From an optimization exercise on the open Yosys and OpenROAD flow, aimed at small area, a short achievable clock period and few clock cycles; shortcuts taken in it are not production practice. RTL that was checked went through simulation tests only; none was proved equivalent to the original. No activity file was given, so power comes from the tool's default toggle rates.

Setup of delta:
// fbp_framer_rx
module fbp_framer_rx (
    input  wire        clk,
    input  wire        rst,
    input  wire        in_valid,
    input  wire [7:0]  in_data,
    output wire        in_ready,
    output reg         ev_valid,
    output reg  [1:0]  ev_kind,
    output reg  [4:0]  ev_type,
    output reg  [10:0] ev_id,
    output reg  [15:0] ev_meta,
    output reg  [7:0]  ev_len,
    output reg         pl_valid,
    output reg  [7:0]  pl_data,
    output reg         pl_last,
    output reg         busy,
    output reg  [31:0] stat_ignored,
    output reg  [31:0] stat_resync
);
    localparam integer M  = 16;          
    localparam integer K  = 17;          
    localparam integer L  = M * K;       
    localparam integer QD = 4;           
    localparam [2:0] S_SOF1  = 3'd0,
                     S_SOF2  = 3'd1,
                     S_FTYPE = 3'd2,
                     S_DHDR  = 3'd3,
                     S_STORE = 3'd4;
    localparam [1:0] EV_DATA  = 2'd1,
                     EV_LINK  = 2'd2,
                     EV_ERROR = 2'd3;
    localparam [31:0] CRC_RESIDUE = 32'hDEBB20E3;
    function [8:0] padd(input [8:0] x, input [3:0] k);
        reg [9:0] s;
        begin
            s = {1'b0, x} + {6'd0, k};
            padd = (s >= L) ? s - L : s[8:0];
        end
    endfunction
    function [8:0] psub(input [8:0] a, input [8:0] b);
        reg [9:0] s;
        begin
            s = {1'b0, a} - {1'b0, b};
            psub = s[9] ? s + L : s[8:0];
        end
    endfunction
    function [4:0] tapidx(input [8:0] a, input [8:0] t);
        reg [5:0] d;
        begin
            d = {1'b0, a[8:4]} - {1'b0, t[8:4]};
            tapidx = d[5] ? d[4:0] + K : d[4:0];
        end
    endfunction
    function [7:0] lencrc(input [7:0] x);
        reg [7:0] c;
  ...
For scale: roughly 4800 cells after synthesis, roughly 2500 flip-flops, about 130 I/O pins, about 0.069 mm^2 of cells after synthesis.
==> flow/config.mk <==
export PLATFORM = sky130hd
export DESIGN_NAME = fbp_framer_rx
export DESIGN_NICKNAME = fbp_framer_rx
export VERILOG_FILES = /design/flow/design.v
export SDC_FILE = /design/flow/constraint.sdc
export NUM_CORES = 4
export LEC_CHECK = 0
export CAP_MARGIN = 20
export CORE_MARGIN = 2
export CORE_UTILIZATION = 30
export CTS_BUF_LIST = sky130_fd_sc_hd__clkbuf_8 sky130_fd_sc_hd__clkbuf_16
export CTS_CLUSTER_DIAMETER = 60
export CTS_CLUSTER_SIZE = 30
export PLACE_DENSITY = 0.45
export SLEW_MARGIN = 20
==> flow/constraint.sdc <==
create_clock -name core_clock -period 12.0 [get_ports {clk}]
set_input_delay 2.4000 -clock core_clock [delete_from_list [all_inputs] [get_ports {clk}]]
set_output_delay 2.4000 -clock core_clock [all_outputs]
set_load 0.01 [all_outputs]
standard.sh (not shown) runs the stock make flow with config.mk's settings and CLKGATE_MAP_FILE= SYNTH_SCRIPT=/design/flow/synth_recipe.tcl, a recipe that flattens the netlist after the stock synthesis.
==> flow/flow/run.sh <==
#!/bin/bash
# Standard layout, with the setup repair aiming at a tighter slack than the clock needs.
set -euo pipefail
export SETUP_SLACK_MARGIN=8.6
bash standard.sh > standard_flow.log 2>&1
Relative to delta, the following input files were edited for gamma:
==> flow/flow/run.sh <==
#!/bin/bash
# Standard layout, with the setup repair aiming at a tighter slack than the clock needs
# and a clock tree built from larger sink clusters without dummy loads.
set -euo pipefail
export SETUP_SLACK_MARGIN=8.6
export CTS_ARGS="-sink_clustering_enable -repair_clock_nets -sink_clustering_size 30 -sink_clustering_max_diameter 60 -buf_list {sky130_fd_sc_hd__clkbuf_8 sky130_fd_sc_hd__clkbuf_16} -dont_use_dummy_load"
bash standard.sh > standard_flow.log 2>&1
-- flow/config.mk --
<<< delta, line 11
export CTS_BUF_LIST = sky130_fd_sc_hd__clkbuf_8 sky130_fd_sc_hd__clkbuf_16
export CTS_CLUSTER_DIAMETER = 60
export CTS_CLUSTER_SIZE = 30
>>> gamma, line 11
==> comparison <==
- gamma went all the way through synthesis, placement and routing and the layout is clean on timing, DRC and antenna.
- Delta (gamma minus delta): worst setup slack +0.068 ns; data arrival time of the worst path -0.07 ns; sequential share of layout area +1.5 points; power -1.0 mW; post-synthesis cell count ~0 delta.
- Reported for delta and gamma, total of buffers placed on input and output ports turned out identical to the last digit.
- Internal portion of total power, delta and gamma: larger value in delta
- gamma ends up with lower share of the clock period used by the worst path than delta does.
- Re number of flip-flops and latches: no difference whatsoever between delta and gamma.
- Comparing delta and gamma, the lower layout buffer count excluding clock buffers is on delta.
No functional check of the RTL was part of any run of this note.


Setup of job 101:
fbp_framer_rx, a different RTL version from the one above (not shown whole).
For scale: about 4900 cells after synthesis, ~2600 flip-flops, roughly 130 I/O pins, roughly 69000 um2 of cells after synthesis.
Settings: LEC_CHECK=0, CAP_MARGIN=20, CORE_MARGIN=2, CORE_UTILIZATION=50, PLACE_DENSITY=0.65, SLEW_MARGIN=20; clock period 12.0 ns.
==> flow/flow/run.sh <==
#!/bin/bash
# Standard layout, with the setup repair aiming at a tighter slack than the clock needs
# and a clock tree built from larger sink clusters without dummy loads.
set -euo pipefail
export SETUP_SLACK_MARGIN=8.4
export CTS_ARGS="-sink_clustering_enable -repair_clock_nets -sink_clustering_size 35 -sink_clustering_max_diameter 60 -buf_list {sky130_fd_sc_hd__clkbuf_8 sky130_fd_sc_hd__clkbuf_16} -dont_use_dummy_load"
bash standard.sh > standard_flow.log 2>&1
Job 101 completed end to end with timing, DRC and antenna clean.
Testbench counts of job 101, summed over its fixed seeds: cycles 42,455.
Here is what was changed in the inputs of job 102 compared with job 101.
==> flow/flow/run.sh <==
#!/bin/bash
# Standard layout, with the setup repair aiming at a tighter slack than the clock needs
# and a clock tree built from larger sink clusters without dummy loads.
set -euo pipefail
export SETUP_SLACK_MARGIN=8.6
export CTS_ARGS="-sink_clustering_enable -repair_clock_nets -sink_clustering_size 35 -sink_clustering_max_diameter 60 -buf_list {sky130_fd_sc_hd__clkbuf_8 sky130_fd_sc_hd__clkbuf_16} -dont_use_dummy_load"
bash standard.sh > standard_flow.log 2>&1
diff --git a/flow/config.mk b/flow/config.mk
--- a/flow/config.mk
+++ b/flow/config.mk
@@ -6,4 +6,5 @@
 export NUM_CORES = 4
 export LEC_CHECK = 0
+export ABC_AREA = 1
 export CAP_MARGIN = 20
 export CORE_MARGIN = 2
Findings:
Job 102 vs job 101: die boundary width down slightly. Measured against each other, job 101 and job 102 differ in count of non-CTS inverters in the layout, the higher figure coming from job 102. Diff job 101 -> job 102: via density per instance now sits lower; routed wire length -4.6%. Of job 101 and job 102, the higher measured slew at the worst slew-check pin belongs to job 101. Summary of job 102 over job 101: utilization now smaller, share of final layout cell area taken by non-clock buffers comparable, register-to-register slack now larger. Area: job 102 vs job 101 -> job 102 smaller. | power | job 102 vs job 101 | better |.
Setup changes, job 102 to job 103
==> flow/flow/run.sh <==
#!/bin/bash
# Standard layout, with the setup repair aiming at a tighter slack than the clock needs
# and a clock tree built from larger sink clusters without dummy loads.
set -euo pipefail
export SETUP_SLACK_MARGIN=8.6
export CTS_ARGS="-sink_clustering_enable -repair_clock_nets -sink_clustering_size 35 -sink_clustering_max_diameter 60 -buf_list {sky130_fd_sc_hd__clkbuf_8 sky130_fd_sc_hd__clkbuf_16} -root_buf sky130_fd_sc_hd__clkbuf_16 -balance_levels -dont_use_dummy_load"
bash standard.sh > standard_flow.log 2>&1
diff --git a/flow/config.mk b/flow/config.mk
--- a/flow/config.mk
+++ b/flow/config.mk
@@ -6,5 +6,4 @@
 export NUM_CORES = 4
 export LEC_CHECK = 0
-export ABC_AREA = 1
 export CAP_MARGIN = 20
 export CORE_MARGIN = 2
## What came out
- Wire length: job 103 worse than job 102
- Global-route usage | job 103 above job 102
- Delta (job 103 minus job 102): minimum clock period after layout went down; detailed placement HPWL went up; share of power burned in the clock network went up.
- Going from job 102 to job 103, the number of library cell types mapped by synthesis was found to have gone up by 49%.
- Comparing job 103 and job 102, the higher number of vias in the routed layout was measured on job 102.
- Power consumption grows by a few percent when moving from job 102 to job 103.
- Diff job 102 -> job 103 | footprint of the multi-input gates | up by more than 10%
- When the final numbers for job 103 and job 102 were put side by side, the worst-case headroom to the max-slew limit turned out to be smaller in job 103.
- Number of primary I/O pins came out exactly the same in job 103 and job 102.
diff inputs: job 103 => job 104
==> flow/flow/run.sh <==
#!/bin/bash
# Standard layout, with the setup repair aiming at a tighter slack than the clock needs
# and a clock tree built from larger sink clusters without dummy loads.
set -euo pipefail
export SETUP_SLACK_MARGIN=8.6
export CTS_ARGS="-sink_clustering_enable -repair_clock_nets -sink_clustering_size 30 -sink_clustering_max_diameter 60 -buf_list {sky130_fd_sc_hd__clkbuf_8 sky130_fd_sc_hd__clkbuf_16} -dont_use_dummy_load"
bash standard.sh > standard_flow.log 2>&1
diff --git a/flow/config.mk b/flow/config.mk
--- a/flow/config.mk
+++ b/flow/config.mk
@@ -8,5 +8,5 @@
 export CAP_MARGIN = 20
 export CORE_MARGIN = 2
-export CORE_UTILIZATION = 50
-export PLACE_DENSITY = 0.65
+export CORE_UTILIZATION = 30
+export PLACE_DENSITY = 0.45
 export SLEW_MARGIN = 20
Both conditions hold for job 104: the flow ran to the end and the final layout passed the timing, DRC and antenna checks.
Against job 103 as the reference, job 104 delivers a higher cell count.
What job 104 reported for clock power has to be multiplied by 0.904 to get the figure for job 103.
Job 104 gives more design area than job 103 did.
On post-route met1 wirelength: job 104 sits above job 103.
Compared with job 103, job 104 shows a higher vias after detailed routing.
Wire length after detailed routing (job 104 vs. job 103) increases by a little under 10%


Setup of job 9424:
fbp_framer_rx, a different RTL version from the one above (not shown whole).
Size in the first run: ~4,800 cells after synthesis, about 2,500 flip-flops, roughly 130 I/O pins, roughly 0.068 mm² of cells after synthesis.
clock: 12.0 ns
lec_check: 0
cap_margin: 20
core_margin: 2
core_utilization: 30
cts_buf_list: sky130_fd_sc_hd__clkbuf_8 sky130_fd_sc_hd__clkbuf_16
cts_cluster_diameter: 60
cts_cluster_size: 30
place_density: 0.45
slew_margin: 20
==> flow/flow/run.sh <==
#!/bin/bash
# Standard layout, with the setup repair aiming at a tighter slack than the clock needs.
set -euo pipefail
export SETUP_SLACK_MARGIN=8.4
bash standard.sh > standard_flow.log 2>&1
Job 9424 went all the way through synthesis, placement and routing and the layout is clean on timing, DRC and antenna.
Testbench counts of job 9424, summed over its fixed seeds: cycles 42,447.
Here is what was changed in the inputs of job 4805 compared with job 9424.
==> flow/flow/run.sh <==
#!/bin/bash
# Standard layout, with the setup repair aiming at a tighter slack than the clock needs.
set -euo pipefail
export SETUP_SLACK_MARGIN=7.8
bash standard.sh > standard_flow.log 2>&1
- Job 4805 vs. job 9424: power density over the cells went up by 1.8%.
- The run with more setup slack is job 9424; job 4805 has less.
- The lower non-clock buffer area fraction after layout came out of job 4805.
> inputs changed (job 4805 -> job 5445)
==> flow/run.sh (new file) <==
#!/bin/bash
# synth_recipe.tcl (not shown) runs the flow's synth.tcl, then flattens the netlist and writes it again
# the make line also repeats each setting of config.mk as NAME=value (left out here)
make -C /OpenROAD-flow-scripts/flow DESIGN_CONFIG=/design/flow/config.mk WORK_HOME=/design/flow/orfs CLKGATE_MAP_FILE= SYNTH_SCRIPT=/design/flow/synth_recipe.tcl finish
removed: flow/flow/run.sh
removed: flow/standard.sh
- ~same finished layout cell area in job 5445 and job 4805
- Between job 4805 and job 5445, the multi-input gate share of total cell area figures differ only marginally.
- Compared job 5445 against job 4805; power dissipated in sequential cells within noise.
- Side by side, clock period minus final worst setup slack turned out higher in job 5445 than in job 4805.
- Diff job 4805..job 5445 | hold slack | negligible
- Any difference in sum of internal, switching and leakage power between job 4805 and job 5445 is small enough to ignore.
The following lists how job 140 was set up differently from job 5445:
- CTS_CLUSTER_SIZE: 30 -> unset
- CTS_CLUSTER_DIAMETER: 60 -> unset
- CTS_BUF_LIST: sky130_fd_sc_hd__clkbuf_8 sky130_fd_sc_hd__clkbuf_16 -> unset
==> flow/flow/run.sh (new file) <==
#!/bin/bash
# Standard layout, with the setup repair aiming at a tighter slack than the clock needs
# and a clock tree built from larger sink clusters without dummy loads.
set -euo pipefail
export SETUP_SLACK_MARGIN=9.0
export CTS_ARGS="-sink_clustering_enable -repair_clock_nets -sink_clustering_size 30 -sink_clustering_max_diameter 60 -buf_list {sky130_fd_sc_hd__clkbuf_8 sky130_fd_sc_hd__clkbuf_16} -dont_use_dummy_load"
bash standard.sh > standard_flow.log 2>&1
==> flow/standard.sh (new file) <==
#!/bin/bash
# synth_recipe.tcl (not shown) runs the flow's synth.tcl, then flattens the netlist and writes it again
# the make line also repeats each setting of config.mk as NAME=value (left out here)
make -C /OpenROAD-flow-scripts/flow DESIGN_CONFIG=/design/flow/config.mk WORK_HOME=/design/flow/orfs CLKGATE_MAP_FILE= SYNTH_SCRIPT=/design/flow/synth_recipe.tcl "${@:-finish}"
removed: flow/run.sh
Job 140: flow completed, timing, DRC and antenna clean. From job 5445 to job 140 the numbers moved as follows: proportion of power drawn by combinational gates saw an increase; worst hold slack went down by 64 ps; area of all placed cells without fillers higher; detailed-routing wirelength on met1 saw an increase. Changes observed in job 140 relative to job 5445: sequential share of layout area saw a decrease, overall power saw a decrease, fmax climbed about 16%.


== v45 ==
fbp_framer_rx, a different RTL version from the one above (not shown whole).
For scale: about 5200 cells after synthesis, roughly 67000 µm² of cells after synthesis.
export LEC_CHECK = 0
export ABC_AREA = 1
export CAP_MARGIN = 20
export CORE_MARGIN = 2
export CORE_UTILIZATION = 50
export PLACE_DENSITY = 0.65
export SLEW_MARGIN = 20
create_clock -name core_clock -period 12.0 [get_ports {clk}]
==> flow/flow/run.sh <==
#!/bin/bash
# Standard layout, with the setup repair aiming at a tighter slack than the clock needs
# and a clock tree built from larger sink clusters without dummy loads.
set -euo pipefail
export SETUP_SLACK_MARGIN=8.45
export CTS_ARGS="-sink_clustering_enable -repair_clock_nets -sink_clustering_size 35 -sink_clustering_max_diameter 60 -buf_list {sky130_fd_sc_hd__clkbuf_8 sky130_fd_sc_hd__clkbuf_16} -dont_use_dummy_load"
bash standard.sh > standard_flow.log 2>&1
Testbench counts of v45, summed over its fixed seeds: cycles 42,615.
For v15, these inputs were changed with respect to v45:
- an added GPL_TIMING_DRIVEN of 0
==> flow/flow/run.sh <==
#!/bin/bash
# Standard layout, with the setup repair aiming at a tighter slack than the clock needs
# and a clock tree built from larger sink clusters without dummy loads.
set -euo pipefail
export SETUP_SLACK_MARGIN=8.6
export CTS_ARGS="-sink_clustering_enable -repair_clock_nets -sink_clustering_size 35 -sink_clustering_max_diameter 60 -buf_list {sky130_fd_sc_hd__clkbuf_8 sky130_fd_sc_hd__clkbuf_16} -dont_use_dummy_load"
bash standard.sh > standard_flow.log 2>&1
Results
v15 completed end to end with timing, DRC and antenna clean.
Higher cell count was reported by v15, not v45.
v15 and v45 ended up with roughly the same global routing usage on met3.
The global-route wire length before repair number comes out higher for v45 vs v15.
Global routing usage summed across all routing layers of v45 is on par with v15.
Relative to v15, the following input files were edited for v4:
- GPL_TIMING_DRIVEN no longer set, was 0
Findings:
In v4 relative to v15, met3 routed wirelength had gone up slightly. Compared with v15, final area in v4 decreased slightly. Compared with v15, v4 improves final critical-path required period.


fbp_framer_rx, a different RTL version from the one above (not shown whole).
Size: roughly 2600 flip-flops, about 130 I/O pins, about 0.067 mm2 of cells after synthesis.
Settings: LEC_CHECK=0, ABC_AREA=1, CAP_MARGIN=20, CORE_MARGIN=2, CORE_UTILIZATION=50, PLACE_DENSITY=0.65, SLEW_MARGIN=20; clock period 12.0 ns.
==> flow/flow/run.sh <==
#!/bin/bash
# Standard layout, with the setup repair aiming at a tighter slack than the clock needs
# and a clock tree built from larger sink clusters without dummy loads.
set -euo pipefail
export SETUP_SLACK_MARGIN=8.5
export CTS_ARGS="-sink_clustering_enable -repair_clock_nets -sink_clustering_size 20 -sink_clustering_max_diameter 40 -sink_clustering_buffer sky130_fd_sc_hd__clkbuf_8 -buf_list {sky130_fd_sc_hd__clkbuf_8 sky130_fd_sc_hd__clkbuf_16} -dont_use_dummy_load"
bash standard.sh > standard_flow.log 2>&1
The starting point passed the timing, DRC and antenna checks.
Testbench counts at the start, summed over its fixed seeds: cycles 41,969.
Next try:
==> flow/flow/run.sh (replaced) <==
#!/bin/bash
# Standard layout, with the setup repair aiming at a tighter slack than the clock needs
# and a clock tree built from larger sink clusters without dummy loads.
set -euo pipefail
export SETUP_SLACK_MARGIN=8.5
export CTS_ARGS="-sink_clustering_enable -repair_clock_nets -sink_clustering_size 35 -sink_clustering_max_diameter 60 -buf_list {sky130_fd_sc_hd__clkbuf_8 sky130_fd_sc_hd__clkbuf_16} -dont_use_dummy_load"
bash standard.sh > standard_flow.log 2>&1
Outcome:
- global-route usage goes down by 0.26 points
- cell area stays flat
- synthesized area stays the same
- clock-buffer cell count decreases by 98
- maximum frequency is about the same
- worst setup slack improved by 0.0060 ns
- sequential cell count is unchanged
- total power barely changes
- sequential power hardly moves
- utilization goes down by 0.16 points
- cell count came out lower by 1.4%

==> afterwards: timing with drivers on the ports <==
In the flow no input, the clock included, has a driving cell. The finished layouts below were timed again as built, in two steps. Step 1: set_driving_cell puts a clkbuf_16 on clk and a buf_2 on each other input, an assumption about the parent block. Step 2, shift: input delay + t, output delay - t, t = (earliest + latest rising clock arrival at the registers) / 2. This alone moves slack from input paths to output paths. a / b / c = ideal / step 1 / step 2; a / b = the first two.
| run | t (ns) | setup WS [ns] | worst setup path after step 2 | clock arrival spread, ns |
|---|---|---|---|---|
| delta | 0.878 | 8.038 / 7.957 / 8.026 | input to register | 0.058 / 0.058 |
| gamma | 0.846 | 8.107 / 8.025 / 8.032 | input to register | 0.105 / 0.105 |
| job 101 | 0.802 | 8.348 / 8.271 / 8.166 | input to register | 0.122 / 0.123 |
| job 102 | 0.804 | 8.359 / 8.284 / 8.130 | input to register | 0.138 / 0.137 |
| job 103 | 0.815 | 8.372 / 8.295 / 8.111 | input to register | 0.107 / 0.107 |
| job 104 | 0.845 | 8.311 / 8.230 / 8.332 | input to register | 0.110 / 0.110 |
| job 9424 | 0.875 | 8.060 / 7.981 / 7.728 | input to register | 0.074 / 0.073 |
| job 4805 | 0.901 | 7.901 / 7.809 / 7.136 | input to register | 0.061 / 0.061 |
| job 5445 | 0.901 | 7.497 / 7.406 / 7.144 | input to register | 0.061 / 0.061 |
| job 140 | 0.856 | 8.128 / 8.048 / 8.217 | input to register | 0.120 / 0.120 |
| v45 | 0.800 | 8.380 / 8.302 / 8.155 | input to register | 0.120 / 0.120 |
| v15 | 0.796 | 8.350 / 8.270 / 8.079 | input to register | 0.092 / 0.093 |
| v4 | 0.797 | 8.380 / 8.302 / 8.203 | input to register | 0.158 / 0.158 |
| the first run of note 5 | 0.814 | 8.386 / 8.309 / 8.041 | input to register | 0.111 / 0.111 |
| the second run of note 5 | 0.781 | 8.392 / 8.323 / 8.081 | input to register | 0.104 / 0.105 |
After both steps every run listed still meets setup and hold. The setup slack of job 4805, which loses most, moves by -0.092 ns with the drivers and by -0.765 ns with both steps.
